This is an optimization exercise on Yosys and OpenROAD, whose aim is small area and few clock cycles, not a production implementation. At most, simulation tests tie the RTL to the original design; equivalence was not proved. No functional check of the RTL was part of run 2. Power is estimated from default activity; no workload was simulated.

==> design/flow/design.v <==
module mb_crc16 (
    input  wire [15:0] crc_in,
    input  wire [7:0]  data,
    output reg  [15:0] crc_out
);
    integer i;
    always @* begin
        crc_out = crc_in ^ {8'h00, data};
        for (i = 0; i < 8; i = i + 1) begin
            if (crc_out[0])
                crc_out = (crc_out >> 1) ^ 16'hA001;
            else
                crc_out = crc_out >> 1;
        end
    end
endmodule
module mb_encoder (
    input  wire        clk,
    input  wire        rst,
    input  wire        req_valid,
    output wire        req_ready,
    input  wire        req_kind,       
    input  wire [15:0] req_tid,
    input  wire [7:0]  req_unit,
    input  wire [7:0]  req_fc,
    input  wire [15:0] req_addr,
    input  wire [15:0] req_qty,
    input  wire [15:0] req_value,
    input  wire        wd_valid,
    output wire        wd_ready,
    input  wire [7:0]  wd_byte,
    output wire        tx_valid,
    input  wire        tx_ready,
    output reg  [7:0]  tx_byte,
    output wire        tx_last,
    output wire        tx_err
);
    reg  [3:0]  q;         
    reg  [7:0]  d;         
    reg  [15:0] crc;
    wire [10:0] qm1      = req_qty[10:0] - 11'd1;
    wire        range_ok = ~&req_addr[15:11] || (req_addr[10:0] <= ~qm1);
    wire        qty_nz   = |req_qty;
    wire        qty_coil = qty_nz && ~|req_qty[15:11] && ~&req_qty[10:5]
                           && !(req_qty[10:4] == 7'h7D && |req_qty[3:0]);    
    wire        qty_reg  = qty_nz && ~|req_qty[15:7] && ~&req_qty[6:1];      
    reg         req_ok;
    always @* begin
        case (req_fc)
            8'h01, 8'h0F: req_ok = qty_coil && range_ok;
            8'h03, 8'h10: req_ok = qty_reg && range_ok;
            8'h06:        req_ok = (req_qty == 16'd1);
            default:      req_ok = 1'b0;
        endcase
    end
    wire        is0f     = (req_fc == 8'h0F);
    wire        is10     = (req_fc == 8'h10);
    wire        multi    = is0f || is10;
    wire [7:0]  bcm1     = is10 ? {qm1[6:0], 1'b1} : qm1[10:3];    
    wire [7:0]  bc       = bcm1 + 8'd1;
    wire [8:0]  mbap_len = multi ? ({1'b0, bcm1} + 9'd8) : 9'd6;
    wire [15:0] word2    = (req_fc == 8'h06) ? req_value : req_qty;
    wire [3:0]  e         = (q == 4'd0 && !req_kind) ? 4'd6 : q;
    wire        in_data   = (e == 4'd13);
    wire        last_data = (d == bcm1);
    wire        crc_lo    = (e == 4'd14);
    wire        crc_hi    = (e == 4'd15);
    wire        body_end  = in_data ? last_data : (e == 4'd11 && !multi);
    reg [7:0] hdr_byte;
    always @* begin
        case (e)
            4'd0:    hdr_byte = req_tid[15:8];
            4'd1:    hdr_byte = req_tid[7:0];
            4'd4:    hdr_byte = {7'd0, mbap_len[8]};
            4'd5:    hdr_byte = mbap_len[7:0];
            4'd6:    hdr_byte = req_unit;
            4'd7:    hdr_byte = req_fc;
            4'd8:    hdr_byte = req_addr[15:8];
            4'd9:    hdr_byte = req_addr[7:0];
            4'd10:   hdr_byte = word2[15:8];
            4'd11:   hdr_byte = word2[7:0];
            4'd12:   hdr_byte = bc;
            default: hdr_byte = 8'h00;
        endcase
    end
    wire [7:0] coil_mask = (is0f && last_data && req_qty[2:0] != 3'd0)
                           ? (8'hFF >> (4'd8 - {1'b0, req_qty[2:0]})) : 8'hFF;
    always @* begin
        if (!req_ok)
            tx_byte = 8'h00;
        else if (crc_lo)
            tx_byte = crc[7:0];
        else if (crc_hi)
            tx_byte = crc[15:8];
        else if (in_data)
            tx_byte = wd_byte & coil_mask;
        else
            tx_byte = hdr_byte;
    end
    assign tx_err    = !req_ok;
    assign tx_last   = !req_ok || (req_kind ? body_end : crc_hi);
    assign tx_valid  = req_valid && (!in_data || wd_valid);
    assign wd_ready  = in_data && tx_ready;
    assign req_ready = tx_ready && tx_last && (!in_data || wd_valid);
    wire        tx_fire = tx_valid && tx_ready;
    wire [15:0] crc_next;
    mb_crc16 u_crc (.crc_in(crc), .data(tx_byte), .crc_out(crc_next));
    always @(posedge clk) begin
        if (rst) begin
            q   <= 4'd0;
            d   <= 8'd0;
            crc <= 16'hFFFF;
        end else if (tx_fire) begin
            if (tx_last) begin
                q   <= 4'd0;
                d   <= 8'd0;
                crc <= 16'hFFFF;
            end else begin
                if (body_end)
                    q <= 4'd14;
                else if (!in_data)
                    q <= e + 4'd1;
                if (in_data)
                    d <= d + 8'd1;
                if (!crc_lo)
                    crc <= crc_next;
            end
        end
    end
endmodule
module mb_decoder (
    input  wire        clk,
    input  wire        rst,
    input  wire        rx_valid,
    output wire        rx_ready,
    input  wire [7:0]  rx_byte,
    input  wire        rx_last,
    input  wire        rx_kind,       
    output wire        pd_valid,
    input  wire        pd_ready,
    output wire [7:0]  pd_byte,
    output wire        dec_valid,
    input  wire        dec_ready,
    output reg  [1:0]  dec_status,    
    output wire [15:0] dec_tid,
    output wire [7:0]  dec_unit,
    output reg  [2:0]  dec_class,     
    output wire [7:0]  dec_fc,
    output wire [15:0] dec_a,
    output wire [15:0] dec_b
);
    localparam ST_OK    = 2'd0;
    localparam ST_TRUNC = 2'd1;
    localparam ST_CRC   = 2'd2;
    localparam ST_MALF  = 2'd3;
    localparam C_INVALID = 3'd0;
    localparam C_EXC     = 3'd1;
    localparam C_REGS    = 3'd2;
    localparam C_COILS   = 3'd3;
    localparam C_WR      = 3'd4;
    reg         rec;           
    reg  [9:0]  cnt;           
    reg         kind;
    reg  [7:0]  prev1, prev2;  
    reg  [15:0] crc;           
    reg  [15:0] tid;           
    reg  [7:0]  unit, fc;      
    reg  [7:0]  a_hi, a_lo;    
    wire [9:0] pos      = rec ? 10'd0 : cnt;
    wire       first    = (pos == 10'd0);
    wire       kind_cur = first ? rx_kind : kind;
    wire       pd_pos   = kind ? (|pos[9:3] || &pos[2:0]) : (|pos[9:2] || &pos[1:0]);
    assign pd_valid = rx_valid && pd_pos;
    assign pd_byte  = kind ? rx_byte : prev2;
    assign rx_ready = rec ? dec_ready : (!pd_pos || pd_ready);
    wire   rx_fire  = rx_valid && rx_ready;
    assign dec_valid = rec;
    wire [15:0] crc_upd;
    mb_crc16 u_crc (.crc_in(first ? 16'hFFFF : crc), .data(rx_byte), .crc_out(crc_upd));
    wire       hbad = crc[11];     
    wire       lsat = crc[10];     
    wire [9:0] mlen = crc[9:0];    
    wire [9:0] fpos   = kind_cur ? (pos - 10'd6) : pos;
    wire       fc_wr  = (fc == 8'h06) || (fc == 8'h0F) || (fc == 8'h10);
    always @(posedge clk) begin
        if (rst) begin
            rec  <= 1'b0;
            cnt  <= 10'd0;
        end else begin
            if (rec && dec_ready)
                rec <= 1'b0;
            if (rx_fire) begin
                if (rx_last) begin
                    rec <= 1'b1;
                    cnt <= pos;
                end else begin
                    cnt <= pos + 10'd1;
                end
            end else if (rec && dec_ready) begin
                cnt <= 10'd0;
            end
        end
    end
    always @(posedge clk) begin
        if (rx_fire) begin
            kind  <= kind_cur;
            prev1 <= rx_byte;
            prev2 <= prev1;
            if (!kind_cur) begin
                crc <= crc_upd;
            end else begin
                case (pos)
                    10'd2: crc[11] <= |rx_byte;
                    10'd3: crc[11] <= hbad | (|rx_byte);
                    10'd4: begin
                        crc[10]   <= |rx_byte[7:2];
                        crc[9:8]  <= rx_byte[1:0];
                    end
                    10'd5: begin
                        crc[7:0]  <= rx_byte;
                        crc[11]   <= hbad | (!lsat && mlen[9:8] == 2'd0 && rx_byte[7:1] == 7'd0);
                    end
                    default: ;
                endcase
            end
            if (kind_cur ? (pos == 10'd0) : (pos == 10'd4))
                tid[15:8] <= rx_byte;
            if (kind_cur ? (pos == 10'd1) : (pos == 10'd5))
                tid[7:0]  <= rx_byte;
            case (fpos)
                10'd0: unit <= rx_byte;
                10'd1: fc   <= rx_byte;
                10'd2: begin
                    a_hi <= fc_wr ? rx_byte : 8'h00;
                    a_lo <= rx_byte;
                end
                10'd3: if (fc_wr) a_lo <= rx_byte;
                default: ;
            endcase
        end
    end
    wire [9:0]  m_cnt  = cnt - (kind ? 10'd6 : 10'd2);
    wire [10:0] tcp_end = {1'b0, mlen} + 11'd5;    
    always @* begin
        if (kind) begin
            if (~|cnt[9:3] && !(cnt[2] && |cnt[1:0]))
                dec_status = ST_TRUNC;
            else if (hbad)
                dec_status = ST_MALF;
            else if (lsat || {1'b0, cnt} < tcp_end)
                dec_status = ST_TRUNC;
            else if ({1'b0, cnt} > tcp_end)
                dec_status = ST_MALF;
            else
                dec_status = ST_OK;
        end else begin
            if (~|cnt[9:2] && !(&cnt[1:0]))
                dec_status = ST_TRUNC;
            else if (crc != 16'h0000)
                dec_status = ST_CRC;
            else
                dec_status = ST_OK;
        end
    end
    always @* begin
        dec_class = C_INVALID;
        if (fc[7]) begin
            if (m_cnt == 10'd2)
                dec_class = C_EXC;
        end else if (fc == 8'h01) begin
            if (m_cnt == {2'b00, a_lo} + 10'd2)
                dec_class = C_COILS;
        end else if (fc == 8'h03) begin
            if (m_cnt == {2'b00, a_lo} + 10'd2 && !a_lo[0])
                dec_class = C_REGS;
        end else if (fc_wr) begin
            if (m_cnt == 10'd5)
                dec_class = C_WR;
        end
    end
    assign dec_tid  = tid;
    assign dec_unit = unit;
    assign dec_fc   = fc;
    assign dec_a    = {a_hi, a_lo};
    assign dec_b    = kind ? {prev2, prev1} : tid;
endmodule
module mbcodec (
    input  wire        clk,
    input  wire        rst,
    input  wire        req_valid,
    output wire        req_ready,
    input  wire        req_kind,
    input  wire [15:0] req_tid,
    input  wire [7:0]  req_unit,
    input  wire [7:0]  req_fc,
    input  wire [15:0] req_addr,
    input  wire [15:0] req_qty,
    input  wire [15:0] req_value,
    input  wire        wd_valid,
    output wire        wd_ready,
    input  wire [7:0]  wd_byte,
    output wire        tx_valid,
    input  wire        tx_ready,
    output wire [7:0]  tx_byte,
    output wire        tx_last,
    output wire        tx_err,
    input  wire        rx_valid,
    output wire        rx_ready,
    input  wire [7:0]  rx_byte,
    input  wire        rx_last,
    input  wire        rx_kind,
    output wire        pd_valid,
    input  wire        pd_ready,
    output wire [7:0]  pd_byte,
    output wire        dec_valid,
    input  wire        dec_ready,
    output wire [1:0]  dec_status,
    output wire [15:0] dec_tid,
    output wire [7:0]  dec_unit,
    output wire [2:0]  dec_class,
    output wire [7:0]  dec_fc,
    output wire [15:0] dec_a,
    output wire [15:0] dec_b
);
    mb_encoder u_enc (
        .clk(clk), .rst(rst),
        .req_valid(req_valid), .req_ready(req_ready), .req_kind(req_kind),
        .req_tid(req_tid), .req_unit(req_unit), .req_fc(req_fc),
        .req_addr(req_addr), .req_qty(req_qty), .req_value(req_value),
        .wd_valid(wd_valid), .wd_ready(wd_ready), .wd_byte(wd_byte),
        .tx_valid(tx_valid), .tx_ready(tx_ready), .tx_byte(tx_byte),
        .tx_last(tx_last), .tx_err(tx_err)
    );
    mb_decoder u_dec (
        .clk(clk), .rst(rst),
        .rx_valid(rx_valid), .rx_ready(rx_ready), .rx_byte(rx_byte),
        .rx_last(rx_last), .rx_kind(rx_kind),
        .pd_valid(pd_valid), .pd_ready(pd_ready), .pd_byte(pd_byte),
        .dec_valid(dec_valid), .dec_ready(dec_ready), .dec_status(dec_status),
        .dec_tid(dec_tid), .dec_unit(dec_unit), .dec_class(dec_class),
        .dec_fc(dec_fc), .dec_a(dec_a), .dec_b(dec_b)
    );
endmodule
==> design/flow/flow/run.sh <==
#!/bin/bash
# The standard layout, with two changes: the port buffers are the
# smallest buffer (buf_1) rather than a delay buffer, and clock tree
# synthesis adds no dummy loads. Everything else is standard.sh unchanged.
set -euo pipefail
cd "$(dirname "$0")/.."
export BUFFER_PORTS_ARGS="-buffer_cell sky130_fd_sc_hd__buf_1"
export CTS_ARGS="-sink_clustering_enable -repair_clock_nets -dont_use_dummy_load -buf_list sky130_fd_sc_hd__clkbuf_4"
bash standard.sh > standard.log 2>&1
==> design/flow/standard.sh <==
#!/bin/bash
# synth_recipe.tcl (not shown) runs the flow's synth.tcl, then flattens the netlist and writes it again
# the make line also repeats each setting of config.mk as NAME=value (left out here)
make -C /OpenROAD-flow-scripts/flow DESIGN_CONFIG=/design/flow/config.mk WORK_HOME=/design/flow/orfs CLKGATE_MAP_FILE= SYNTH_SCRIPT=/design/flow/synth_recipe.tcl "${@:-finish}"
==> design/flow/config.mk <==
export PLATFORM = sky130hd
export DESIGN_NAME = mbcodec
export DESIGN_NICKNAME = mbcodec
export VERILOG_FILES = /design/flow/design.v
export SDC_FILE = /design/flow/constraint.sdc
export NUM_CORES = 4
export LEC_CHECK = 0
export CAP_MARGIN = 20
export CORE_MARGIN = 2
export CORE_UTILIZATION = 65
export PLACE_DENSITY = 0.75
export SLEW_MARGIN = 20
==> design/flow/constraint.sdc <==
create_clock -name core_clock -period 10.0 [get_ports {clk}]
set_input_delay 2.0000 -clock core_clock [delete_from_list [all_inputs] [get_ports {clk}]]
set_output_delay 2.0000 -clock core_clock [all_outputs]
set_load 0.01 [all_outputs]
==> results of run 1 <==
==> cell type report <==
| type | count | area, sq um |
|---|---|---|
| inverter | 39 | 146 |
| timing repair buffer | 211 | 837 |
| antenna | 1 | 2.50 |
| sequential | 120 | 3210 |
| multi-input combinational | 911 | 6200 |
| tap | 184 | 230 |
| fill | 1169 | 3890 |
| clock buffer | 17 | 128 |
==> sequential cells by signal, summed over array words and instances, names as in the netlist <==
register / count
u_dec.prev2: 8
u_dec.kind: 1
u_enc.q: 4
u_dec.crc: 16
u_dec.fc: 8
u_dec.unit: 8
u_dec.prev1: 8
u_enc.crc: 16
u_dec.a_hi: 8
u_dec.tid: 16
u_dec.cnt: 10
u_dec.a_lo: 8
u_enc.d: 8
u_dec.rec: 1
==> per-stage QoR <==
step / setup WS [ns] / power, W
floorplan: 2.43 / 0.000737
global placement: 1.92 / 0.000814
detailed placement: 1.70 / 0.000819
CTS: 1.69 / 0.00104
global route: 1.30 / 0.00109
finish: 1.57 / 0.00104
==> cells in the final DEF, fill, tap and decap left out, types with 19 or more instances in the layout <==
master    Yosys  layout
ha_1         39      39
edfxtp_1     81      81
a21oi_1      65      64
nand2b_1     22      22
xnor2_1      57      57
xor2_1       22      22
nand3_1      34      34
o21ai_0      58      58
inv_1        38      38
nor3_1       38      38
dfxtp_1      39      39
mux2_2       28      28
o22ai_1      19      19
nand2_1      80      80
nor2_1       98      98
buf_1        11     199
and2_1       22      22
nand4_1      21      21
==> per-layer routing <==
layer	GRT usage, %	vias to the layer above	routed length, um
met5	0	-	0
li1	-	4605	-
met4	11.2	0	668
met2	57.2	631	13500
met1	54.4	4632	13100
met3	8.00	60	3620
==> worst max path at each step <==
stage                     endpoint  slack (ns)  cells after the start
after floorplan            tx_last        2.43                     18
after detailed placement   tx_last        1.70                     16
after CTS                  tx_last        1.69                     16
after global placement     tx_last        1.92                     17
final                      tx_last        1.57                     16
after global routing       tx_last        1.30                     16
==> where the power goes <==
part / switching (W) / internal, W
Sequential: 0.0000170 / 0.000553
Combinational: 0.000153 / 0.0000935
Clock: 0.000150 / 0.0000772
==> cell families (layout without fill, tap and decap cells) <==
group,after synthesis,in the layout,share of synthesized area [%]
and+or+nand+nor,433,433,23.5
AOI/OAI and AO/OA,316,316,22.2
DFF,120,120,32.6
buffers and inverters,105,267,4.42
xor gates and xnor gates,80,80,7.19
muxes,42,42,4.88
adders and majority gates,40,40,5.16
other,0,1,0
==> impl_metrics.csv, run 1 <==
group,metric,value,unit
run_status,outcome,"timing/DRC/antenna clean",
detailed_routing,drtIter0Drc,1330,
timing,timing.fmax,119,MHz
pwr,leakagePower,3.70,nW
clocking,clock_path_buffers,2,
layout,stdcell_area,10800,sq um
detailed_routing,drtPass1Iterations,6,
critical_path,cp_top_family,"simple AND/OR/NAND/NOR gates",
floorplanning,core,14600,sq um
synthesis,ys_warn_count,3,
timing,max-slew-margin-rel,26.8,%
detailed_routing,drc,0,
clocking,path_clk_slew,0.09,ns
place,hpwl,23900,um
timing,finalSetupViolations,0,
synthesis,syn-num-nets,1283,
min_path,hp-class,"reg2reg",
critical_path,slowest_delay,0.76,ns
timing,finClkSkew,0.0480,ns
synthesis,synth_top_area_cell,"edfxtp_1",
floorplanning,die_h,127,um
critical_path,path_class,"in2out",
detailed_routing,vias,9928,
timing,hold_ws,0.454,ns
grt,grt_max_degree,38,
synthesis,synth.distinct_cells,93,
critical_path,required,8.00,ns
layout,drive_above_1_share,7.70,%
critical_path,cp-end-kind,"output port",
layout,fin_cells,1483,
timing,rsz0062_at_grt,"no",
clocking,cts_tree,"built",
grt,grt_pass1_vias,8965,
timing,setup_tns,0,ns
floorplanning,dieArea,16100,sq um
clocking,cts_sinks,120,
detailed_routing,vias_per_cell,6.69,
place,io_buffer_count,199,
pwr,p_per_area,97.0,nW/um^2
timing,fin_crit_sh,84.3,%
job,drv_cap,0,
critical_path,worst-endpoint-arrival,6.43,ns
clocking,hold_buffers,0,
clocking,htree_levels,4,
synthesis,ys_ff_latch,120,
critical_path,reg2reg_slack,4.65,ns
synthesis,synth-edff-count,81,
place,dp_cells,1465,
min_path,min_delay_worst_endpoint,"u_dec.prev2[1]",
layout,area_growth,9.28,%
floorplanning,start_util,67.2,%
critical_path,cp_slowest_cell,"nor4_1",
place,gp_congestion,1.07,
timing,fin_crit,8.43,ns
critical_path,worstSetupStartpoint,"req_qty[4]",
grt,grt.overflow.total,0,
clocking,numCtsBuffers,17,
synthesis,yosysTopAreaCellShare,24.7,%
min_path,min-delay-start,"u_dec.prev1[1]",
detailed_routing,routed_wl,30900,um
min_path,min_path_cells,0,
clocking,post_cts_buffers,0,
clocking,root_buffer,"clkbuf_4",
timing,slew_violations,0,
synthesis,seq_area_frac_synth,32.6,%
synthesis,synth_most_common_cell,"nor2_1",
layout,nets,1447,
critical_path,r2r-end,"u_dec.unit[5]",
critical_path,crit_chain,"buf_1 -> nor4_1 -> a31oi_1 -> nor2b_1 -> inv_1 -> ha_1 -> nand4_1 -> nor2_1 -> o21ai_0 -> o2111a_1 -> o211a_1 -> or2_2 -> inv_1 -> nor2_1 -> inv_1 -> buf_1",
synthesis,postSynthAreaPerCell,8.66,sq um
grt,grt_pass1_wl,47600,um
floorplanning,num_rows,44,
pwr,peakVddDrop,0.101,mV
layout,fin_util,73.5,%
floorplanning,io_pins,200,
grt,antenna_found_initial,1,
critical_path,path_common_cell,"inv_1",
synthesis,synth_area_leaders,"edfxtp_1, dfxtp_1, xnor2_1",
clocking,clk_latency,0.55,ns
critical_path,path_buf_inv,5,
critical_path,cp-start-kind,"primary input",
detailed_routing,post_drt_wl_per_cell,20.9,um
detailed_routing,ant_nets,0,
synthesis,synthArstFlopShare,0,%
timing,report.final.hold_viol_count,0,
critical_path,r2r_cells,12,
synthesis,synth_ff_type,"edfxtp_1",
clocking,cts_resized,0,
synthesis,syn_inst,1136,
synthesis,syn_area,9840,sq um
synthesis,synthTopCellsByCount,"nor2_1, edfxtp_1, nand2_1, a21oi_1, o21ai_0",
grt,grt.total_usage,37.6,%
timing,tightest_slew,1.09,ns
place,place_area,10600,sq um
floorplanning,die_width,127,um
critical_path,cp_max_fo,17,
critical_path,r2r_start,"u_dec.cnt[7]",
Testbench counts, summed over its fixed seeds: cycles 95,853.
==> run 2: changes to the inputs <==
--- a/design/flow/design.v
+++ b/design/flow/design.v
@@ -59,44 +59,41 @@
     wire [7:0]  bcm1     = is10 ? {qm1[6:0], 1'b1} : qm1[10:3];    
     wire [7:0]  bc       = bcm1 + 8'd1;
     wire [8:0]  mbap_len = multi ? ({1'b0, bcm1} + 9'd8) : 9'd6;
-    wire [15:0] word2    = (req_fc == 8'h06) ? req_value : req_qty;
     wire [3:0]  e         = (q == 4'd0 && !req_kind) ? 4'd6 : q;
     wire        in_data   = (e == 4'd13);
-    wire        last_data = (d == bcm1);
+    wire        last_data = (d == 8'd0);
     wire        crc_lo    = (e == 4'd14);
     wire        crc_hi    = (e == 4'd15);
     wire        body_end  = in_data ? last_data : (e == 4'd11 && !multi);
-    reg [7:0] hdr_byte;
-    always @* begin
-        case (e)
-            4'd0:    hdr_byte = req_tid[15:8];
-            4'd1:    hdr_byte = req_tid[7:0];
-            4'd4:    hdr_byte = {7'd0, mbap_len[8]};
-            4'd5:    hdr_byte = mbap_len[7:0];
-            4'd6:    hdr_byte = req_unit;
-            4'd7:    hdr_byte = req_fc;
-            4'd8:    hdr_byte = req_addr[15:8];
-            4'd9:    hdr_byte = req_addr[7:0];
-            4'd10:   hdr_byte = word2[15:8];
-            4'd11:   hdr_byte = word2[7:0];
-            4'd12:   hdr_byte = bc;
-            default: hdr_byte = 8'h00;
-        endcase
-    end
-    wire [7:0] coil_mask = (is0f && last_data && req_qty[2:0] != 3'd0)
-                           ? (8'hFF >> (4'd8 - {1'b0, req_qty[2:0]})) : 8'hFF;
-    always @* begin
-        if (!req_ok)
-            tx_byte = 8'h00;
-        else if (crc_lo)
-            tx_byte = crc[7:0];
-        else if (crc_hi)
-            tx_byte = crc[15:8];
-        else if (in_data)
-            tx_byte = wd_byte & coil_mask;
-        else
-            tx_byte = hdr_byte;
-    end
+    wire [2:0] qr      = req_qty[2:0];
+    wire       mask_on = is0f && last_data && qr != 3'd0;
+    wire [7:0] keep;
+    genvar k;
+    generate
+        for (k = 0; k < 8; k = k + 1) begin : g_keep
+            assign keep[k] = !mask_on || (qr > k);
+        end
+    endgenerate
+    wire [15:0] sel  = 16'd1 << e;
+    wire        is06 = (req_fc == 8'h06);
+    wire [7:0]  body =
+          ({8{sel[0]}}  & req_tid[15:8])
+        | ({8{sel[1]}}  & req_tid[7:0])
+        | ({8{sel[4]}}  & {7'd0, mbap_len[8]})
+        | ({8{sel[5]}}  & mbap_len[7:0])
+        | ({8{sel[6]}}  & req_unit)
+        | ({8{sel[7]}}  & req_fc)
+        | ({8{sel[8]}}  & req_addr[15:8])
+        | ({8{sel[9]}}  & req_addr[7:0])
+        | ({8{sel[10] &  is06}} & req_value[15:8])
+        | ({8{sel[10] & !is06}} & req_qty[15:8])
+        | ({8{sel[11] &  is06}} & req_value[7:0])
+        | ({8{sel[11] & !is06}} & req_qty[7:0])
+        | ({8{sel[12]}} & bc)
+        | ({8{sel[13]}} & wd_byte & keep)
+        | ({8{sel[14]}} & crc[7:0])
+        | ({8{sel[15]}} & crc[15:8]);
+    always @* tx_byte = {8{req_ok}} & body;
     assign tx_err    = !req_ok;
     assign tx_last   = !req_ok || (req_kind ? body_end : crc_hi);
     assign tx_valid  = req_valid && (!in_data || wd_valid);
@@ -108,12 +105,10 @@
     always @(posedge clk) begin
         if (rst) begin
             q   <= 4'd0;
-            d   <= 8'd0;
             crc <= 16'hFFFF;
         end else if (tx_fire) begin
             if (tx_last) begin
                 q   <= 4'd0;
-                d   <= 8'd0;
                 crc <= 16'hFFFF;
             end else begin
                 if (body_end)
@@ -121,7 +116,9 @@
                 else if (!in_data)
                     q <= e + 4'd1;
                 if (in_data)
-                    d <= d + 8'd1;
+                    d <= d - 8'd1;
+                else
+                    d <= bcm1;
                 if (!crc_lo)
                     crc <= crc_next;
             end
@@ -180,7 +177,8 @@
     wire       hbad = crc[11];     
     wire       lsat = crc[10];     
     wire [9:0] mlen = crc[9:0];    
-    wire [9:0] fpos   = kind_cur ? (pos - 10'd6) : pos;
+    wire       hz     = ~|pos[9:4];
+    wire [3:0] fpos   = kind_cur ? (pos[3:0] - 4'd6) : pos[3:0];
     wire       fc_wr  = (fc == 8'h06) || (fc == 8'h0F) || (fc == 8'h10);
     always @(posedge clk) begin
         if (rst) begin
@@ -209,47 +207,51 @@
             if (!kind_cur) begin
                 crc <= crc_upd;
             end else begin
-                case (pos)
-                    10'd2: crc[11] <= |rx_byte;
-                    10'd3: crc[11] <= hbad | (|rx_byte);
-                    10'd4: begin
+                if (hz) case (pos[3:0])
+                    4'd2: crc[11] <= |rx_byte;
+                    4'd3: crc[11] <= hbad | (|rx_byte);
+                    4'd4: begin
                         crc[10]   <= |rx_byte[7:2];
                         crc[9:8]  <= rx_byte[1:0];
                     end
-                    10'd5: begin
+                    4'd5: begin
                         crc[7:0]  <= rx_byte;
                         crc[11]   <= hbad | (!lsat && mlen[9:8] == 2'd0 && rx_byte[7:1] == 7'd0);
                     end
                     default: ;
                 endcase
             end
-            if (kind_cur ? (pos == 10'd0) : (pos == 10'd4))
+            if (hz && fpos == (kind_cur ? 4'd10 : 4'd4))
                 tid[15:8] <= rx_byte;
-            if (kind_cur ? (pos == 10'd1) : (pos == 10'd5))
+            if (hz && fpos == (kind_cur ? 4'd11 : 4'd5))
                 tid[7:0]  <= rx_byte;
-            case (fpos)
-                10'd0: unit <= rx_byte;
-                10'd1: fc   <= rx_byte;
-                10'd2: begin
+            if (hz) case (fpos)
+                4'd0: unit <= rx_byte;
+                4'd1: fc   <= rx_byte;
+                4'd2: begin
                     a_hi <= fc_wr ? rx_byte : 8'h00;
                     a_lo <= rx_byte;
                 end
-                10'd3: if (fc_wr) a_lo <= rx_byte;
+                4'd3: if (fc_wr) a_lo <= rx_byte;
                 default: ;
             endcase
         end
     end
-    wire [9:0]  m_cnt  = cnt - (kind ? 10'd6 : 10'd2);
-    wire [10:0] tcp_end = {1'b0, mlen} + 11'd5;    
+    wire [10:0] tcp_end  = {1'b0, mlen} + 11'd5;           
+    wire        tcp_lt   = lsat || ({1'b0, cnt} < tcp_end);
+    wire        tcp_eq   = ({1'b0, cnt} == tcp_end);
+    wire        m_is2    = (cnt == (kind ? 10'd8 : 10'd4));
+    wire        m_is5    = (cnt == (kind ? 10'd11 : 10'd7));
+    wire        m_is_bc  = (cnt == {2'b00, a_lo} + (kind ? 10'd8 : 10'd4));
     always @* begin
         if (kind) begin
             if (~|cnt[9:3] && !(cnt[2] && |cnt[1:0]))
                 dec_status = ST_TRUNC;
             else if (hbad)
                 dec_status = ST_MALF;
-            else if (lsat || {1'b0, cnt} < tcp_end)
+            else if (tcp_lt)
                 dec_status = ST_TRUNC;
-            else if ({1'b0, cnt} > tcp_end)
+            else if (!tcp_eq)
                 dec_status = ST_MALF;
             else
                 dec_status = ST_OK;
@@ -265,16 +267,16 @@
     always @* begin
         dec_class = C_INVALID;
         if (fc[7]) begin
-            if (m_cnt == 10'd2)
+            if (m_is2)
                 dec_class = C_EXC;
         end else if (fc == 8'h01) begin
-            if (m_cnt == {2'b00, a_lo} + 10'd2)
+            if (m_is_bc)
                 dec_class = C_COILS;
         end else if (fc == 8'h03) begin
-            if (m_cnt == {2'b00, a_lo} + 10'd2 && !a_lo[0])
+            if (m_is_bc && !a_lo[0])
                 dec_class = C_REGS;
         end else if (fc_wr) begin
-            if (m_cnt == 10'd5)
+            if (m_is5)
                 dec_class = C_WR;
         end
     end
==> design/flow/flow/run.sh (replaced) <==
#!/bin/bash
# The standard layout (standard.sh) with these changes:
# - synthesis: the standard flow's own synthesis script, but ABC maps for area
#   (flow/area.abc) and adders are left to ABC (no full/half-adder cells);
#   the registers are those of the standard synthesis;
# - the port buffers are the smallest buffer (buf_1), not a delay buffer;
# - clock tree synthesis uses clkbuf_8 and adds no dummy loads.
set -euo pipefail
cd "$(dirname "$0")/.."
W=$PWD
export FLOW_SYNTH_TCL=$W/synth_recipe.tcl
export AREA_ABC_SCRIPT=$W/flow/area.abc
export BUFFER_PORTS_ARGS="-buffer_cell sky130_fd_sc_hd__buf_1"
export CTS_ARGS="-sink_clustering_enable -repair_clock_nets -dont_use_dummy_load -buf_list sky130_fd_sc_hd__clkbuf_8"
sed -e "s|SYNTH_SCRIPT=[^ ]*|SYNTH_SCRIPT=$W/flow/synth_area.tcl ADDER_MAP_FILE=|" standard.sh > area_flow.sh
grep -q "synth_area.tcl ADDER_MAP_FILE=" area_flow.sh
bash area_flow.sh > standard.log 2>&1
==> design/flow/flow/area.abc (new file) <==
strash
&get -n
&fraig -x
&put
scorr
dc2
strash
&get -n
&dch -f
&nf
&put
==> design/flow/flow/synth_area.tcl (new file) <==
# The standard synthesis (synth_recipe.tcl, unchanged), with ABC mapping
# for area: every abc call gets flow/area.abc as its script.
proc abc {args} {
  set i [lsearch -exact $args -script]
  if {$i >= 0} {
    set args [lreplace $args [expr {$i + 1}] [expr {$i + 1}] $::env(AREA_ABC_SCRIPT)]
  }
  yosys abc {*}$args
}
source $::env(FLOW_SYNTH_TCL)
--- a/design/flow/config.mk
+++ b/design/flow/config.mk
@@ -7,6 +7,6 @@
 export LEC_CHECK = 0
 export CAP_MARGIN = 20
 export CORE_MARGIN = 2
-export CORE_UTILIZATION = 65
-export PLACE_DENSITY = 0.75
+export CORE_UTILIZATION = 45
+export PLACE_DENSITY = 0.6
 export SLEW_MARGIN = 20
==> run 2 against run 1 <==
Still clean on timing, DRC and antenna. Register-to-register slack got worse by 0.09 ns. Flip-flop and latch count is the same. Sequential share of layout area increased by 6.7 points. Via count decreased by 23%. Maximum frequency up 3.0%. Worst hold slack worse by 0.0073 ns. Non-clock buffer count grew 7. Combinational power down 14%. Global-route usage fell by 9.1 points. Highest routed layer unchanged.
==> impl_metrics.csv, run 2 <==
group,metric,value,unit
run_status,outcome,"timing/DRC/antenna clean",
layout,layout_common_cells,"buf_1, nor2_1, edfxtp_1, nand2_1, a21oi_1",
layout,stdcell_area,9010,sq um
timing,report.final.hold_viol_count,0,
synthesis,synth_area_leaders,"edfxtp_1, dfxtp_1, nor2_1",
detailed_routing,post_drt_wl_per_cell,20.1,um
synthesis,synth-edff-count,89,
layout,diodes,0,
critical_path,cp-start-kind,"primary input",
timing,setup_tns,0,ns
clocking,cts_tree,"built",
timing,max-slew-margin-rel,34.1,%
critical_path,worst-endpoint-arrival,6.18,ns
synthesis,seq_area_frac_synth,43.3,%
detailed_routing,drtPass1Iterations,8,
place,io_buffer_count,199,
layout,fillerInstances,1568,
grt,grt_pass1_vias,7003,
floorplanning,num_rows,47,
grt,grt.overflow.total,0,
place,gp_congestion,1.00,
pwr,p_sw_share,28.2,%
floorplanning,core,16600,sq um
critical_path,cp-end-kind,"output port",
pwr,clkPwrFrac,28.0,%
timing,fin_crit,8.18,ns
layout,nets,1162,
synthesis,syn-num-nets,925,
grt,grt.total_usage,28.5,%
pwr,leakagePower,2.96,nW
pwr,power_frac_seq,52.9,%
job,drv_cap,0,
synthesis,ys_warn_count,3,
pwr,p_per_area,123,nW/um^2
layout,biggestRegsByFlops,"u_dec.crc: 16 flops, u_dec.tid: 16 flops, u_enc.crc: 16 flops",
floorplanning,dieArea,18000,sq um
critical_path,required,8.00,ns
layout,drive_above_1_share,3.42,%
detailed_routing,drtIter0Drc,771,
clocking,hold_buffers,0,
pwr,switchingPower,0.000313,W
clocking,post_cts_buffers,0,
clocking,cts_sinks,120,
detailed_routing,vias,7650,
synthesis,synth.distinct_cells,57,
floorplanning,die_h,134,um
clocking,clk_latency,0.43,ns
layout,area_growth,18.4,%
synthesis,postSynthAreaPerCell,9.30,sq um
pwr,peakVddDrop,0.0843,mV
grt,grt_pass1_wl,39500,um
clocking,root_buffer,"clkbuf_8",
min_path,hp-class,"reg2reg",
floorplanning,start_util,45.9,%
synthesis,synth_most_common_cell,"nor2_1",
synthesis,synth_top_area_cell,"edfxtp_1",
detailed_routing,drc,0,
floorplanning,io_pins,200,
synthesis,ys_ff_latch,120,
place,place_area,8780,sq um
pwr,p_int,0.000795,W
detailed_routing,ant_nets,0,
timing,hold_ws,0.447,ns
detailed_routing,routed_wl,25600,um
timing,finClkSkew,0.0244,ns
critical_path,cp_max_fo,16,
synthesis,syn_inst,818,
pwr,combPwrFrac,19.1,%
floorplanning,die_width,134,um
synthesis,synthArstFlopShare,0,%
detailed_routing,vias_per_cell,6.01,
clocking,numCtsBuffers,17,
place,hpwl,19600,um
grt,grt_max_degree,37,
timing,finalSetupViolations,0,
critical_path,path_class,"in2out",
timing,fin_crit_sh,81.8,%
timing,rsz0062_at_grt,"no",
synthesis,syn_area,7610,sq um
clocking,cts_resized,0,
clocking,clock_path_buffers,2,
synthesis,yosysTopAreaCellShare,35.1,%
timing,timing.fmax,122,MHz
synthesis,synth_ff_type,"edfxtp_1",
grt,antenna_found_initial,0,
synthesis,synthTopCellsByCount,"nor2_1, edfxtp_1, nand2_1, a21oi_1, o21ai_0",
timing,tightest_slew,0.981,ns
layout,layout.cells.most_common,"buf_1",
timing,slew_violations,0,
clocking,htree_levels,4,
clocking,path_clk_slew,0.06,ns
run 2: cell types whose count changed after synthesis, sizes merged, moves of 11 or more:
cell | previous run | this run
clkbuf | 44 | 0
ha | 39 | 0
inv | 38 | 0
buf | 22 | 0
xnor2 | 58 | 38
clkinv | 1 | 19
nor3 | 42 | 27
o22ai | 19 | 4
a222oi | 3 | 17
nand3 | 36 | 22
nand2b | 22 | 11
o21a | 16 | 5
run 2: final timing paths:
check                                     from        endpoint  slack, ns  cells past startpoint
worst max-delay path                req_qty[1]         tx_last       1.82                     14
worst min-delay path            u_dec.prev1[0]  u_dec.prev2[0]       0.45                      0
worst max register to register      u_enc.d[1]    u_enc.crc[0]       4.56                     15
worst min register to register  u_dec.prev1[0]  u_dec.prev2[0]       0.45                      0
run 2: stage by stage:
stage          cells  util, %  total power (W)  worst slack, ns
2_1_floorplan    818        -         0.000718             2.47
3_3_place_gp    1256     52.9         0.000806             2.02
3_5_place_dp    1256     52.9         0.000806             1.93
4_1_cts         1273     54.3          0.00112             1.89
5_1_grt         1273     54.3          0.00116             1.41
6_report        1273     54.3          0.00111             1.82
run 2: cell type report:
cell class	instances	area, sq um	share of cell area (%)
Clock buffer	17	234	2.60
Timing Repair Buffer	218	890	9.87
Multi-Input combinational cell	679	4250	47.1
Tap cell	220	275	3.06
Sequential cell	120	3290	36.6
Inverter	19	71.3	0.792
run 2: critical path, cell delays in order:
cell	delay (ns)
buf_1	0.24
or4_1	0.72
or3_1	0.40
xnor2_1	0.49
o2bb2ai_1	0.19
o21ai_0	0.11
a22oi_1	0.17
o221ai_1	0.13
a31oi_1	0.64
nor2_1	0.20
nor2b_1	0.16
buf_4	0.23
clkinv_1	0.29
buf_1	0.21
run 2: kinds of logic after synthesis:
family	after synthesis	synth area share, %
buf+inv	19	0.937
simple gates	328	20.9
fa+ha+maj	3	0.395
xor+xnor	68	8.37
mux	30	4.39
compound gates	250	21.7
flops	120	43.3
run 2: metal layers:
metal | vias to the layer above | track usage [%] | wire length (um)
met5 | - | 0 | 0
met4 | 0 | 7.95 | 499
met3 | 42 | 7.11 | 2060
met2 | 333 | 42.6 | 11500
met1 | 3646 | 41.3 | 11600
li1 | 3629 | - | -
run 2: power groups by stage:
stage	Clock, W	Sequential, W	Combinational, W
floorplan	0	0.000596	0.000122
global placement	0	0.000596	0.000210
detailed placement	0	0.000596	0.000210
CTS	0.000320	0.000586	0.000211
global route	0.000339	0.000588	0.000236
finish	0.000310	0.000586	0.000211
==> run 3: changes to the inputs <==
--- a/design/flow/design.v
+++ b/design/flow/design.v
@@ -91,8 +91,7 @@
         | ({8{sel[11] & !is06}} & req_qty[7:0])
         | ({8{sel[12]}} & bc)
         | ({8{sel[13]}} & wd_byte & keep)
-        | ({8{sel[14]}} & crc[7:0])
-        | ({8{sel[15]}} & crc[15:8]);
+        | ({8{sel[14] | sel[15]}} & crc[7:0]);
     always @* tx_byte = {8{req_ok}} & body;
     assign tx_err    = !req_ok;
     assign tx_last   = !req_ok || (req_kind ? body_end : crc_hi);
@@ -119,7 +118,9 @@
                     d <= d - 8'd1;
                 else
                     d <= bcm1;
-                if (!crc_lo)
+                if (crc_lo)
+                    crc[7:0] <= crc[15:8];
+                else
                     crc <= crc_next;
             end
         end
==> run 3 against run 2 <==
Core utilization decreased by 0.13 points. Sequential share of layout area up 0.22 points. Die area decreased by 0.72%. Critical path depth decreased by 2. First-iteration DRC count fell by 13%. Count of clock-buffer cells in the layout is the same. Area after synthesis decreased by 0.74%. Still clean. Worst hold slack got worse by 0.0020 ns.
==> impl_metrics.csv, run 3 <==
group,metric,value,unit
detailed_routing,vias_per_cell,5.95,
run_status,outcome,"timing/DRC/antenna clean",
floorplanning,num_rows,47,
synthesis,ys_ff_latch,120,
timing,report.final.hold_viol_count,0,
grt,grt.overflow.total,0,
synthesis,yosysTopAreaCellShare,35.4,%
timing,finClkSkew,0.0222,ns
timing,finalSetupViolations,0,
synthesis,syn_area,7550,sq um
critical_path,r2r_start,"u_dec.cnt[5]",
clocking,htree_levels,4,
layout,nets,1144,
pwr,peakVddDrop,0.0698,mV
detailed_routing,post_drt_wl_per_cell,20.2,um
timing,max-slew-margin-rel,27.8,%
place,io_buffer_count,199,
synthesis,synthTopCellsByCount,"edfxtp_1, nor2_1, nand2_1, o21ai_0, a21oi_1",
critical_path,crit_chain,"buf_1 -> or4_1 -> nor3_1 -> xnor2_1 -> o2111a_1 -> nand3_1 -> o211ai_1 -> a211oi_1 -> o22a_1 -> nor2_1 -> clkinv_1 -> buf_1",
layout,diodes,0,
clocking,numCtsBuffers,17,
layout,layout_common_cells,"buf_1, edfxtp_1, nor2_1, nand2_1, o21ai_0",
critical_path,reg2reg_slack,4.89,ns
min_path,min_path_cells,0,
critical_path,r2r_cells,13,
synthesis,synth-edff-count,89,
pwr,leakagePower,2.97,nW
critical_path,required,8.00,ns
place,gp_congestion,0.944,
synthesis,synth_top_area_cell,"edfxtp_1",
grt,grt_pass1_wl,39100,um
clocking,cts_resized,0,
critical_path,path_common_cell,"buf_1",
synthesis,synth.distinct_cells,66,
timing,hold_ws,0.445,ns
layout,area_growth,18.5,%
detailed_routing,ant_nets,0,
critical_path,cp_slowest_cell,"or4_1",
critical_path,cp-start-kind,"primary input",
min_path,min_delay_worst_endpoint,"u_dec.prev2[0]",
synthesis,postSynthAreaPerCell,9.44,sq um
floorplanning,dieArea,17800,sq um
synthesis,synthArstFlopShare,0,%
synthesis,syn-num-nets,907,
detailed_routing,drc,0,
critical_path,worst-endpoint-arrival,5.95,ns
grt,grt.total_usage,28.2,%
layout,fillerInstances,1591,
critical_path,cp-end-kind,"output port",
critical_path,r2r-end,"u_dec.a_lo[6]",
pwr,p_per_area,125,nW/um^2
synthesis,syn_inst,800,
layout,biggestRegsByFlops,"u_dec.crc: 16 flops, u_dec.tid: 16 flops, u_enc.crc: 16 flops",
critical_path,slowest_delay,0.75,ns
detailed_routing,vias,7463,
floorplanning,io_pins,200,
min_path,hp-class,"reg2reg",
synthesis,synth_most_common_cell,"edfxtp_1",
critical_path,path_class,"in2out",
clocking,hold_buffers,0,
min_path,min-delay-start,"u_dec.prev1[0]",
timing,fin_crit_sh,79.5,%
timing,fin_crit,7.95,ns
clocking,cts_tree,"built",
floorplanning,die_width,134,um
synthesis,ys_warn_count,3,
timing,slew_violations,0,
clocking,clock_path_buffers,2,
synthesis,synth_ff_type,"edfxtp_1",
floorplanning,start_util,45.7,%
floorplanning,die_h,134,um
clocking,path_clk_slew,0.06,ns
detailed_routing,drtPass1Iterations,8,
floorplanning,core,16500,sq um
timing,tightest_slew,1.06,ns
timing,rsz0062_at_grt,"no",
layout,drive_above_1_share,3.57,%
clocking,clk_latency,0.43,ns
timing,timing.fmax,126,MHz
synthesis,synth_area_leaders,"edfxtp_1, dfxtp_1, xnor2_1",
critical_path,worstSetupStartpoint,"req_qty[0]",
clocking,root_buffer,"clkbuf_8",
grt,grt_pass1_vias,7001,
detailed_routing,routed_wl,25300,um
clocking,cts_sinks,120,
grt,grt_max_degree,36,
critical_path,cp_max_fo,15,
place,hpwl,19000,um
detailed_routing,drtIter0Drc,669,
clocking,post_cts_buffers,0,
grt,antenna_found_initial,0,
synthesis,seq_area_frac_synth,43.6,%
layout,layout.cells.most_common,"buf_1",
job,drv_cap,0,
timing,setup_tns,0,ns
==> run 3: cell types whose count changed after synthesis, sizes merged, moves of 5 or more <==
cell	change
a211oi	+5
nor2	-7
a21oi	-5
xor2	-5
a22oi	+5
nor4	-6
nand2	-9
==> run 3: stage by stage <==
step	total power [W]	setup WS [ns]	std cells	cell area [sq um]	util (%)
5_1_grt	0.00117	1.75	1255	8960	54.2
3_5_place_dp	0.000819	2.16	1237	8710	52.7
2_1_floorplan	0.000727	3.16	800	7550	-
3_3_place_gp	0.000819	2.28	1237	8710	52.7
4_1_cts	0.00113	2.15	1254	8950	54.1
6_report	0.00112	2.05	1255	8960	54.2
==> run 3: area by class of cell <==
type	instances	area (sq um)	share of cell area [%]
clock buffer	17	234	2.61
inverter	17	63.8	0.712
multi-input combinational	663	4200	46.9
sequential	120	3290	36.8
tap	220	275	3.07
timing repair buffer	218	887	9.91
==> run 3: logic make-up (layout without fill, tap and decap cells) <==
kind of cell | after synthesis | count (layout) | share of synthesized area (%)
multiplexers | 32 | 32 | 4.65
AO/OA/AOI/OAI | 248 | 248 | 21.7
flip-flops | 120 | 120 | 43.6
XOR/XNOR | 67 | 67 | 8.33
AND/OR/NAND/NOR | 315 | 315 | 20.7
buffers and inverters | 17 | 252 | 0.845
adder cells (fa/ha/maj) | 1 | 1 | 0.132
==> run 3: worst max-delay path, delay by kind of cell <==
family,cells,cell delay (ns)
AOI/OAI and AO/OA,4,0.81
xor gates and xnor gates,1,0.27
buffers and inverters,3,1.02
and+or+nand+nor,4,1.84
==> run 3: where the power goes <==
part	switching (W)	internal [W]
clock	0.000161	0.000149
combinational	0.000138	0.0000851
sequential	0.0000206	0.000568
==> run 3: worst max-delay path by stage <==
stage,endpoint,slack [ns],cells after the start
2_1_floorplan,tx_last,3.16,10
6_report,tx_last,2.05,12
4_1_cts,tx_last,2.15,12
3_5_place_dp,tx_last,2.16,12
5_1_grt,tx_last,1.75,12
3_3_place_gp,tx_last,2.28,12
==> run 3: layer usage <==
layer / GRT usage, % / vias up / routed length [um]
li1: - / 3565 / -
met1: 36.4 / 3475 / 10800
met2: 48.1 / 376 / 12100
met3: 4.79 / 47 / 1740
met4: 9.52 / 0 / 654
met5: 0 / - / 0
Testbench counts of run 3, summed over its fixed seeds: cycles 95,853.
==> run 4: changes to the inputs <==
==> design/flow/flow/area.abc (replaced) <==
strash
&get -n
&fraig -x
&put
scorr
dc2
strash
&get -n
&dch -f
&nf -R 1000 -F 10 -A 10
&st
&dch -f
&nf -R 1000 -F 10 -A 10
&st
&dch -f
&nf -R 1000 -F 10 -A 10
&st
&dch -f
&nf -R 1000 -F 10 -A 10
&put
==> run 4 against run 3 <==
Area after synthesis decreased by 3.3%. Combinational power decreased by 3%. Clock skew increased by 0.0027 ns. Clock power about the same. Register-to-register slack got worse by 0.18 ns. Core utilization increased by 0.59 points. Sequential share of layout area increased by 1.1 points. Critical path depth increased by 3. Global-route usage decreased by 0.60 points. Worst hold slack got worse by 0.0053 ns. Critical path type unchanged. Count of clock-buffer cells in the layout unchanged. Cell count decreased by 1.4%.
==> impl_metrics.csv, run 4 <==
group,metric,value,unit
clocking,hold_buffers,0,
critical_path,cp-end-kind,"output port",
clocking,cts_resized,0,
floorplanning,dieArea,17300,sq um
timing,max-slew-margin-rel,33.5,%
timing,finClkSkew,0.0249,ns
layout,diodes,0,
clocking,numCtsBuffers,17,
grt,grt_max_degree,37,
critical_path,slowest_delay,0.76,ns
synthesis,yosysTopAreaCellShare,36.6,%
grt,antenna_found_initial,0,
floorplanning,num_rows,46,
synthesis,postSynthAreaPerCell,9.28,sq um
timing,report.final.hold_viol_count,0,
pwr,leakagePower,2.82,nW
synthesis,syn_inst,787,
detailed_routing,drtIter0Drc,576,
min_path,hp-class,"reg2reg",
critical_path,cp_slowest_cell,"a211oi_2",
clocking,htree_levels,4,
timing,finalSetupViolations,0,
clocking,cts_tree,"built",
clocking,post_cts_buffers,0,
floorplanning,io_pins,200,
floorplanning,core,15900,sq um
synthesis,synth-edff-count,89,
synthesis,seq_area_frac_synth,45.1,%
pwr,p_per_area,128,nW/um^2
synthesis,synth_ff_type,"edfxtp_1",
layout,nets,1130,
job,drv_cap,0,
place,hpwl,18500,um
synthesis,synthArstFlopShare,0,%
detailed_routing,drtPass1Iterations,6,
clocking,path_clk_slew,0.08,ns
synthesis,synth_most_common_cell,"nor2_1",
layout,drive_above_1_share,3.72,%
timing,slew_violations,0,
timing,setup_tns,0,ns
layout,layout_common_cells,"buf_1, nor2_1, edfxtp_1, a21oi_1",
timing,rsz0062_at_grt,"no",
critical_path,path_class,"in2out",
critical_path,crit_chain,"buf_1 -> or4_1 -> or2_0 -> xnor2_1 -> a22oi_1 -> o21ai_0 -> o21ai_0 -> o211ai_1 -> a222oi_1 -> nor3_1 -> nor3_1 -> a41oi_1 -> a211oi_2 -> clkinv_1 -> buf_1",
synthesis,ys_warn_count,3,
critical_path,r2r_start,"u_dec.cnt[4]",
run_status,outcome,"timing/DRC/antenna clean",
detailed_routing,vias_per_cell,5.86,
critical_path,required,8.00,ns
timing,fin_crit_sh,82.2,%
critical_path,cp_max_fo,12,
detailed_routing,post_drt_wl_per_cell,19.7,um
pwr,peakVddDrop,0.0876,mV
synthesis,synthTopCellsByCount,"nor2_1, edfxtp_1, a21oi_1, nand2_1, o21ai_0",
grt,grt.overflow.total,0,
place,io_buffer_count,199,
synthesis,syn_area,7300,sq um
timing,timing.fmax,122,MHz
floorplanning,start_util,46.0,%
layout,biggestRegsByFlops,"u_dec.crc: 16 flops, u_dec.tid: 16 flops, u_enc.crc: 16 flops",
min_path,min-delay-start,"u_dec.prev1[3]",
grt,grt.total_usage,27.6,%
detailed_routing,ant_nets,0,
critical_path,cp-start-kind,"primary input",
place,gp_congestion,0.964,
detailed_routing,routed_wl,24300,um
synthesis,synth.distinct_cells,49,
pwr,p_total,0.00111,W
synthesis,synth_area_leaders,"edfxtp_1, dfxtp_1, xnor2_1",
grt,grt_pass1_wl,37300,um
clocking,cts_sinks,120,
layout,area_growth,19.2,%
timing,tightest_slew,0.985,ns
synthesis,synth_top_area_cell,"edfxtp_1",
critical_path,worstSetupStartpoint,"req_qty[4]",
floorplanning,die_h,131,um
grt,grt_pass1_vias,6785,
critical_path,worst-endpoint-arrival,6.22,ns
detailed_routing,drc,0,
timing,fin_crit,8.22,ns
clocking,root_buffer,"clkbuf_8",
synthesis,syn-num-nets,894,
synthesis,ys_ff_latch,120,
clocking,clk_latency,0.44,ns
clocking,clock_path_buffers,2,
layout,layout.cells.most_common,"buf_1",
layout,fillerInstances,1508,
floorplanning,die_width,131,um
detailed_routing,vias,7245,
## run 4: changes by cell type after synthesis, moves of 4 or more
cell | previous run | this run
nor2_1 | 83 | 105
xor2_1 | 22 | 18
o22ai_1 | 2 | 10
o22a_1 | 10 | 6
a21oi_1 | 59 | 74
or2_0 | 10 | 6
xnor2_1 | 42 | 47
nand2_1 | 73 | 61
a31oi_1 | 11 | 7
o211ai_1 | 10 | 3
nand3_1 | 24 | 30
nor2b_1 | 17 | 12
## run 4: area by class of cell
cell class / instances / area, sq um / area share (%)
multi-input combinational: 650 / 3960 / 45.5
sequential: 120 / 3290 / 37.8
timing repair buffer: 217 / 882 / 10.1
tap: 216 / 270 / 3.11
clock buffer: 17 / 234 / 2.69
inverter: 17 / 63.8 / 0.733
## run 4: final timing paths
kind / cells past startpoint / slack, ns / endpoint
worst max register to register: 10 / 4.71 / u_dec.tid[0]
worst max-delay path: 15 / 1.78 / tx_last
worst min-delay path: 0 / 0.44 / u_dec.prev2[3]
worst min register to register: 0 / 0.44 / u_dec.prev2[3]
## run 4: where the power goes
group / leakage, nW / internal, W / switching (W)
logic: 1.62 / 0.0000800 / 0.000136
registers: 1.09 / 0.000566 / 0.0000197
clock network: 0.122 / 0.000149 / 0.000163
total: 2.82 / 0.000795 / 0.000319
## run 4: metal layers
metal	up-vias	share of wire (%)	track usage [%]
li1	3493	-	-
met1	3332	41	34.3
met2	374	48	45.8
met3	46	7.5	5.71
met4	0	3.6	13.9
met5	-	0	0
## run 4: stage by stage
stage | utilization [%] | worst slack [ns] | area [sq um] | std cells | hold slack (ns)
after floorplan | - | 2.50 | 7300 | 787 | 0.422
after global routing | 54.8 | 1.41 | 8700 | 1237 | 0.455
after CTS | 54.8 | 1.88 | 8700 | 1237 | 0.441
after detailed placement | 53.3 | 1.90 | 8470 | 1220 | 0.431
final | 54.8 | 1.78 | 8700 | 1237 | 0.440
after global placement | 53.3 | 1.47 | 8460 | 1220 | 0.425
## run 4: cells by family after synthesis
logic type	share of synthesized area [%]
and+or+nand+nor	20.4
AOI/OAI and AO/OA	21.4
DFF	45.1
xor gates and xnor gates	7.80
muxes	4.40
buffers and inverters	0.874
## run 4: critical path, delay by kind of cell
family                 cells  cell delay [ns]
XOR/XNOR                   1             0.21
buffers and inverters      3             0.95
AND/OR/NAND/NOR            4             1.18
AO/OA/AOI/OAI              7             1.87
==> run 5: changes to the inputs <==
--- a/design/flow/design.v
+++ b/design/flow/design.v
@@ -175,9 +175,10 @@
     assign dec_valid = rec;
     wire [15:0] crc_upd;
     mb_crc16 u_crc (.crc_in(first ? 16'hFFFF : crc), .data(rx_byte), .crc_out(crc_upd));
+    wire       over = crc[12];     
     wire       hbad = crc[11];     
     wire       lsat = crc[10];     
-    wire [9:0] mlen = crc[9:0];    
+    wire [9:0] rem  = crc[9:0];    
     wire       hz     = ~|pos[9:4];
     wire [3:0] fpos   = kind_cur ? (pos[3:0] - 4'd6) : pos[3:0];
     wire       fc_wr  = (fc == 8'h06) || (fc == 8'h0F) || (fc == 8'h10);
@@ -208,16 +209,22 @@
             if (!kind_cur) begin
                 crc <= crc_upd;
             end else begin
-                if (hz) case (pos[3:0])
+                if (!hz || pos[3:0] > 4'd5) begin
+                    if (rem == 10'd0)
+                        crc[12] <= 1'b1;
+                    else
+                        crc[9:0] <= rem - 10'd1;
+                end else case (pos[3:0])
                     4'd2: crc[11] <= |rx_byte;
                     4'd3: crc[11] <= hbad | (|rx_byte);
                     4'd4: begin
+                        crc[12]   <= 1'b0;
                         crc[10]   <= |rx_byte[7:2];
                         crc[9:8]  <= rx_byte[1:0];
                     end
                     4'd5: begin
                         crc[7:0]  <= rx_byte;
-                        crc[11]   <= hbad | (!lsat && mlen[9:8] == 2'd0 && rx_byte[7:1] == 7'd0);
+                        crc[11]   <= hbad | (!lsat && rem[9:8] == 2'd0 && rx_byte[7:1] == 7'd0);
                     end
                     default: ;
                 endcase
@@ -238,9 +245,8 @@
             endcase
         end
     end
-    wire [10:0] tcp_end  = {1'b0, mlen} + 11'd5;           
-    wire        tcp_lt   = lsat || ({1'b0, cnt} < tcp_end);
-    wire        tcp_eq   = ({1'b0, cnt} == tcp_end);
+    wire        tcp_lt   = lsat || (rem != 10'd0);    
+    wire        tcp_eq   = !over;                        
     wire        m_is2    = (cnt == (kind ? 10'd8 : 10'd4));
     wire        m_is5    = (cnt == (kind ? 10'd11 : 10'd7));
     wire        m_is_bc  = (cnt == {2'b00, a_lo} + (kind ? 10'd8 : 10'd4));
--- a/design/flow/config.mk
+++ b/design/flow/config.mk
@@ -8,5 +8,6 @@
 export CAP_MARGIN = 20
 export CORE_MARGIN = 2
 export CORE_UTILIZATION = 45
+export GPL_TIMING_DRIVEN = 0
 export PLACE_DENSITY = 0.6
 export SLEW_MARGIN = 20
==> run 5 against run 4 <==
Clock skew grew 0.0010 ns. Highest routed layer unchanged. Combinational power decreased by 13%. Synthesized cell count is 0.89% lower. Die area is 0.50% lower. Flip-flop and latch count stayed put. Global-route usage fell by 1.2 points. Setup slack worse by 0.048 ns. Sequential share of layout area grew 0.49 points. Critical endpoint unchanged.
==> impl_metrics.csv, run 5 <==
group,metric,value,unit
clocking,numCtsBuffers,17,
timing,layout_setup_ws,1.74,ns
critical_path,cp-end-kind,"output port",
synthesis,syn-num-nets,887,
layout,biggestRegsByFlops,"u_dec.crc: 16 flops, u_dec.tid: 16 flops, u_enc.crc: 16 flops",
timing,fin_crit_sh,82.6,%
grt,grt_pass1_vias,6633,
place,io_buffer_count,199,
floorplanning,dieArea,17200,sq um
detailed_routing,vias,7102,
timing,max-slew-margin-rel,29.9,%
synthesis,synthTopCellsByCount,"nor2_1, edfxtp_1, nand2_1, o21ai_0, a21oi_1",
place,place_area,8350,sq um
synthesis,synth_top_area_cell,"edfxtp_1",
layout,stdcell_area,8590,sq um
timing,setup_tns,0,ns
timing,slew_violations,0,
clocking,root_buffer,"clkbuf_8",
synthesis,synth_top_family_by_area,"simple AND/OR/NAND/NOR gates",
synthesis,synth-edff-count,89,
layout,nets,1110,
timing,finalSetupViolations,0,
grt,grt.overflow.total,0,
floorplanning,die_width,131,um
critical_path,path_class,"in2out",
synthesis,synth_most_common_cell,"nor2_1",
detailed_routing,ant_nets,0,
clocking,cts_sinks,120,
pwr,p_per_area,126,nW/um^2
grt,grt_max_degree,35,
detailed_routing,drc,0,
critical_path,required,8.00,ns
timing,finClkSkew,0.0259,ns
layout,area_growth,18.3,%
place,hpwl,17000,um
layout,layout_common_cells,"buf_1, nor2_1, edfxtp_1, nand2_1, o21ai_0",
synthesis,synth_compound_area_share,20.6,%
synthesis,synth.distinct_cells,53,
synthesis,postSynthAreaPerCell,9.31,sq um
floorplanning,core,15800,sq um
synthesis,synth_area_leaders,"edfxtp_1, dfxtp_1, nor2_1",
grt,grt.total_usage,26.4,%
pwr,peakVddDrop,0.0745,mV
detailed_routing,routed_wl,22500,um
critical_path,reg2reg_slack,5.22,ns
clocking,hold_buffers,0,
grt,antenna_found_initial,0,
detailed_routing,drtIter0Drc,584,
timing,tightest_slew,1.04,ns
floorplanning,io_pins,200,
detailed_routing,post_drt_wl_per_cell,18.5,um
min_path,hp-class,"reg2reg",
run_status,outcome,"timing/DRC/antenna clean",
synthesis,ys_ff_latch,120,
place,preCtsSetupSlack,1.79,ns
synthesis,syn_area,7260,sq um
job,drv_cap,0,
layout,drive_above_1_share,3.00,%
synthesis,yosysTopAreaCellShare,36.8,%
floorplanning,start_util,45.9,%
synthesis,synth_ff_type,"edfxtp_1",
clocking,path_clk_slew,0.07,ns
critical_path,cp-start-kind,"primary input",
synthesis,synthXorXnorAreaFrac,7.72,%
timing,report.final.hold_viol_count,0,
clocking,cts_tree,"built",
clocking,htree_levels,4,
pwr,leakagePower,2.85,nW
synthesis,seq_area_frac_synth,45.3,%
clocking,post_cts_buffers,0,
layout,diodes,0,
synthesis,syn_inst,780,
timing,timing.fmax,121,MHz
synthesis,ys_warn_count,3,
clocking,clk_latency,0.44,ns
detailed_routing,drtPass1Iterations,7,
synthesis,yosys.area_share.simple,20.8,%
grt,grt_pass1_wl,34500,um
clocking,cts_resized,0,
synthesis,synth_mux_area_share,4.44,%
clocking,clock_path_buffers,2,
detailed_routing,vias_per_cell,5.84,
critical_path,worst-endpoint-arrival,6.26,ns
critical_path,cp_max_fo,11,
synthesis,synth_adder_area_share,0,%
synthesis,synthArstFlopShare,0,%
place,gp_congestion,0.962,
timing,rsz0062_at_grt,"no",
floorplanning,num_rows,46,
layout,layout.cells.most_common,"buf_1",
floorplanning,die_h,131,um
timing,fin_crit,8.26,ns
## run 5: worst paths after layout
check,from,endpoint,depth (start not counted)
hold reg to reg,u_dec.prev1[1],u_dec.prev2[1],0
setup reg to reg,u_dec.cnt[9],u_dec.tid[12],10
hold / removal,u_dec.prev1[1],u_dec.prev2[1],0
setup / recovery,req_qty[1],tx_last,17
## run 5: cell families after synthesis
logic type	after synthesis
compound gates	231
simple gates	316
xor+xnor	64
mux	29
buf+inv	20
flops	120
## run 5: cell type report
class                      instances  area, sq um
clock buffer                      17          234
fill                            1532         7240
inverter                          20         75.1
multi-input combinational        640         3930
sequential                       120         3290
tap                              216          270
timing repair buffer             204          788
## run 5: stage by stage
| stage | hold WS (ns) | instances | util (%) | total power (W) |
|---|---|---|---|---|
| 6_report | 0.449 | 1217 | 54.3 | 0.00108 |
| 5_1_grt | 0.451 | 1217 | 54.3 | 0.00114 |
| 4_1_cts | 0.449 | 1217 | 54.3 | 0.00109 |
| 3_5_place_dp | 0.434 | 1200 | 52.8 | 0.000781 |
| 3_3_place_gp | 0.430 | 1195 | 52.3 | 0.000778 |
| 2_1_floorplan | 0.422 | 780 | - | 0.000703 |
## run 5: worst max-delay path, cell delays in order
cell and delay [ns]:
buf_1 0.22, or3_1 0.53, nor2_1 0.22, nand2_1 0.19, nor3_1 0.27, nand2b_1 0.13, xnor2_1 0.18, o22ai_1 0.15
a21oi_1 0.06, a221oi_1 0.23, nor3_1 0.10, nor4_1 0.33, a41oi_1 0.24, a211oi_2 0.56, buf_4 0.26, clkinv_1 0.34
buf_1 0.23
## run 5: power by group
group | switching (W) | total [W] | leakage (nW) | internal [W]
sequential | 0.0000185 | 0.000584 | 1.08 | 0.000565
combinational | 0.000117 | 0.000187 | 1.64 | 0.0000702
clock | 0.000164 | 0.000312 | 0.122 | 0.000149
total | 0.000299 | 0.00108 | 2.85 | 0.000784
## run 5: layer usage
layer / share of wire [%] / global-route usage, % / vias to the layer above
met1: 42 / 33.8 / 3322
met4: 2.0 / 8.89 / 0
met2: 48 / 43.6 / 327
met3: 7.4 / 6.82 / 37
met5: 0 / 0 / -
li1: - / - / 3416
Testbench counts of run 5, summed over its fixed seeds: cycles 95,853.
==> run 6: changes to the inputs <==
==> design/flow/flow/run.sh (replaced) <==
#!/bin/bash
# The standard layout (standard.sh) with these changes:
# - synthesis: the standard flow's own synthesis script, but ABC maps for area
#   (flow/area.abc) and adders are left to ABC (no full/half-adder cells);
#   the registers are those of the standard synthesis;
# - the port buffers are the smallest buffer (buf_1), not a delay buffer;
# - clock tree synthesis uses clkbuf_4 (clkbuf_8 at the root) and adds no dummy loads.
set -euo pipefail
cd "$(dirname "$0")/.."
W=$PWD
export FLOW_SYNTH_TCL=$W/synth_recipe.tcl
export AREA_ABC_SCRIPT=$W/flow/area.abc
export BUFFER_PORTS_ARGS="-buffer_cell sky130_fd_sc_hd__buf_1"
export CTS_ARGS="-sink_clustering_enable -repair_clock_nets -dont_use_dummy_load -buf_list sky130_fd_sc_hd__clkbuf_4 -root_buf sky130_fd_sc_hd__clkbuf_8"
sed -e "s|SYNTH_SCRIPT=[^ ]*|SYNTH_SCRIPT=$W/flow/synth_area.tcl ADDER_MAP_FILE=|" standard.sh > area_flow.sh
grep -q "synth_area.tcl ADDER_MAP_FILE=" area_flow.sh
bash area_flow.sh > standard.log 2>&1
--- a/design/flow/config.mk
+++ b/design/flow/config.mk
@@ -7,7 +7,7 @@
 export LEC_CHECK = 0
 export CAP_MARGIN = 20
 export CORE_MARGIN = 2
-export CORE_UTILIZATION = 45
+export CORE_UTILIZATION = 65
 export GPL_TIMING_DRIVEN = 0
-export PLACE_DENSITY = 0.6
+export PLACE_DENSITY = 0.75
 export SLEW_MARGIN = 20
==> run 6 against run 5 <==
Register-to-register slack worse by 0.34 ns. Count of clock-buffer cells in the layout unchanged. Via count up 13%. Clock skew up 0.029 ns. Flip-flop and latch count unchanged. Global-route usage up 20 points. Total power down 4.8%. Maximum frequency down 2.1%. Clock power down 22%. Area after synthesis unchanged. Synthesized cell count unchanged. Sequential power up 0.7%. Critical endpoint unchanged.
==> impl_metrics.csv, run 6 <==
group,metric,value,unit
run_status,outcome,"timing/DRC/antenna clean",
grt,grt.met2_usage,75.0,%
critical_path,worst-endpoint-arrival,6.44,ns
synthesis,synth_most_common_cell,"nor2_1",
layout,multi_input_area,3930,sq um
place,preCtsSetupSlack,1.65,ns
clocking,clk_latency,0.44,ns
timing,setup_tns,0,ns
place,hpwl,19100,um
timing,timing.fmax,118,MHz
clocking,cts_sinks,120,
timing,rsz0062_at_grt,"no",
critical_path,slowest_delay,0.67,ns
floorplanning,io_pins,200,
synthesis,synth.distinct_cells,53,
floorplanning,die_h,110,um
timing,fin_crit_sh,84.4,%
detailed_routing,ant_nets,0,
floorplanning,start_util,66.7,%
critical_path,crit_chain,"buf_1 -> or3_1 -> nor2_1 -> nand2_1 -> nor3_1 -> nand2b_1 -> xnor2_1 -> o22ai_1 -> a21oi_1 -> a221oi_1 -> nor3_1 -> nor4_1 -> a41oi_1 -> a211oi_2 -> buf_4 -> clkinv_1 -> buf_1",
clocking,htree_levels,4,
grt,gr-usage-met3,19.1,%
pwr,leakagePower,2.81,nW
place,gp_congestion,1.01,
layout,nets,1111,
layout,layout_common_cells,"buf_1, nor2_1, edfxtp_1, nand2_1, o21ai_0",
synthesis,synth_top_area_cell,"edfxtp_1",
clocking,cts_resized,0,
critical_path,path_class,"in2out",
clocking,clock_path_buffers,2,
grt,grt.met1_usage,49.6,%
synthesis,seq_area_frac_synth,45.3,%
grt,grt.total_usage,46.3,%
floorplanning,num_rows,38,
floorplanning,dieArea,12000,sq um
synthesis,synth_ff_type,"edfxtp_1",
synthesis,syn-num-nets,887,
place,io_buffer_count,199,
detailed_routing,vias,8039,
clocking,post_cts_buffers,0,
grt,grt.overflow.total,0,
detailed_routing,vias_per_cell,7.03,
floorplanning,core,10900,sq um
layout,regArea,3290,sq um
detailed_routing,routed_wl,27000,um
layout,drive_above_1_share,2.99,%
clocking,path_clk_slew,0.11,ns
clocking,root_buffer,"clkbuf_8",
grt,grt_pass1_vias,7747,
## run 6: logic make-up after synthesis
family / after synthesis / synth area share (%)
buf+inv: 20 / 1.03
simple gates: 316 / 20.8
xor+xnor: 64 / 7.72
compound gates: 231 / 20.6
mux: 29 / 4.44
flops: 120 / 45.3
## run 6: final cells by class
class,count,share of cell area (%)
diodes,1,0.0297
clock buffers,17,1.59
inverters,20,0.892
multi-input cells,640,46.7
flip-flops and latches,120,39.1
well taps,140,2.08
repair buffers,205,9.58
## run 6: report_power, final
group          total, W  internal [W]  switching [W]
Sequential     0.000588      0.000565      0.0000228
Clock          0.000242     0.0000832       0.000159
Combinational  0.000201     0.0000711       0.000130
## run 6: through the flow
| step | power, W | instances | hold slack [ns] | cell area [sq um] | utilization (%) |
|---|---|---|---|---|---|
| 2_1_floorplan | 0.000703 | 780 | 0.422 | 7260 | - |
| 3_3_place_gp | 0.000770 | 1119 | 0.427 | 8190 | 75.2 |
| 3_5_place_dp | 0.000786 | 1124 | 0.438 | 8270 | 76.0 |
| 4_1_cts | 0.00102 | 1141 | 0.464 | 8400 | 77.2 |
| 5_1_grt | 0.00106 | 1142 | 0.484 | 8410 | 77.2 |
| 6_report | 0.00103 | 1143 | 0.464 | 8410 | 77.3 |
## run 6: final timing paths
kind / from / to / slack, ns / cells past startpoint
setup / recovery: req_qty[1] / tx_last / 1.56 / 17
hold reg to reg: u_dec.prev1[1] / u_dec.prev2[1] / 0.46 / 0
hold / removal: u_dec.prev1[1] / u_dec.prev2[1] / 0.46 / 0
setup reg to reg: u_dec.cnt[9] / u_dec.tid[8] / 4.88 / 10
## run 6: worst max-delay path, delay by kind of cell
kind                      cells  cell delay [ns]
AOI/OAI and AO/OA             5             1.35
xor gates and xnor gates      1             0.20
buffers and inverters         4             1.06
and+or+nand+nor               7             1.81
## run 6: per-layer routing
| metal | share of wire, % | routed length, um | vias up |
|---|---|---|---|
| met5 | 0.11 | 31 | - |
| met4 | 7.1 | 1910 | 2 |
| met3 | 13 | 3470 | 220 |
| met2 | 47 | 12800 | 755 |
| met1 | 33 | 8850 | 3635 |
| li1 | - | - | 3427 |

Check on run 6: ideal ports give 1.557 ns setup slack; a clkbuf_16 on the clock port and buf_2 on the inputs give 1.537 ns; moving port delays by the midpoint clock arrival (0.449 ns) as well gives 1.537 ns.
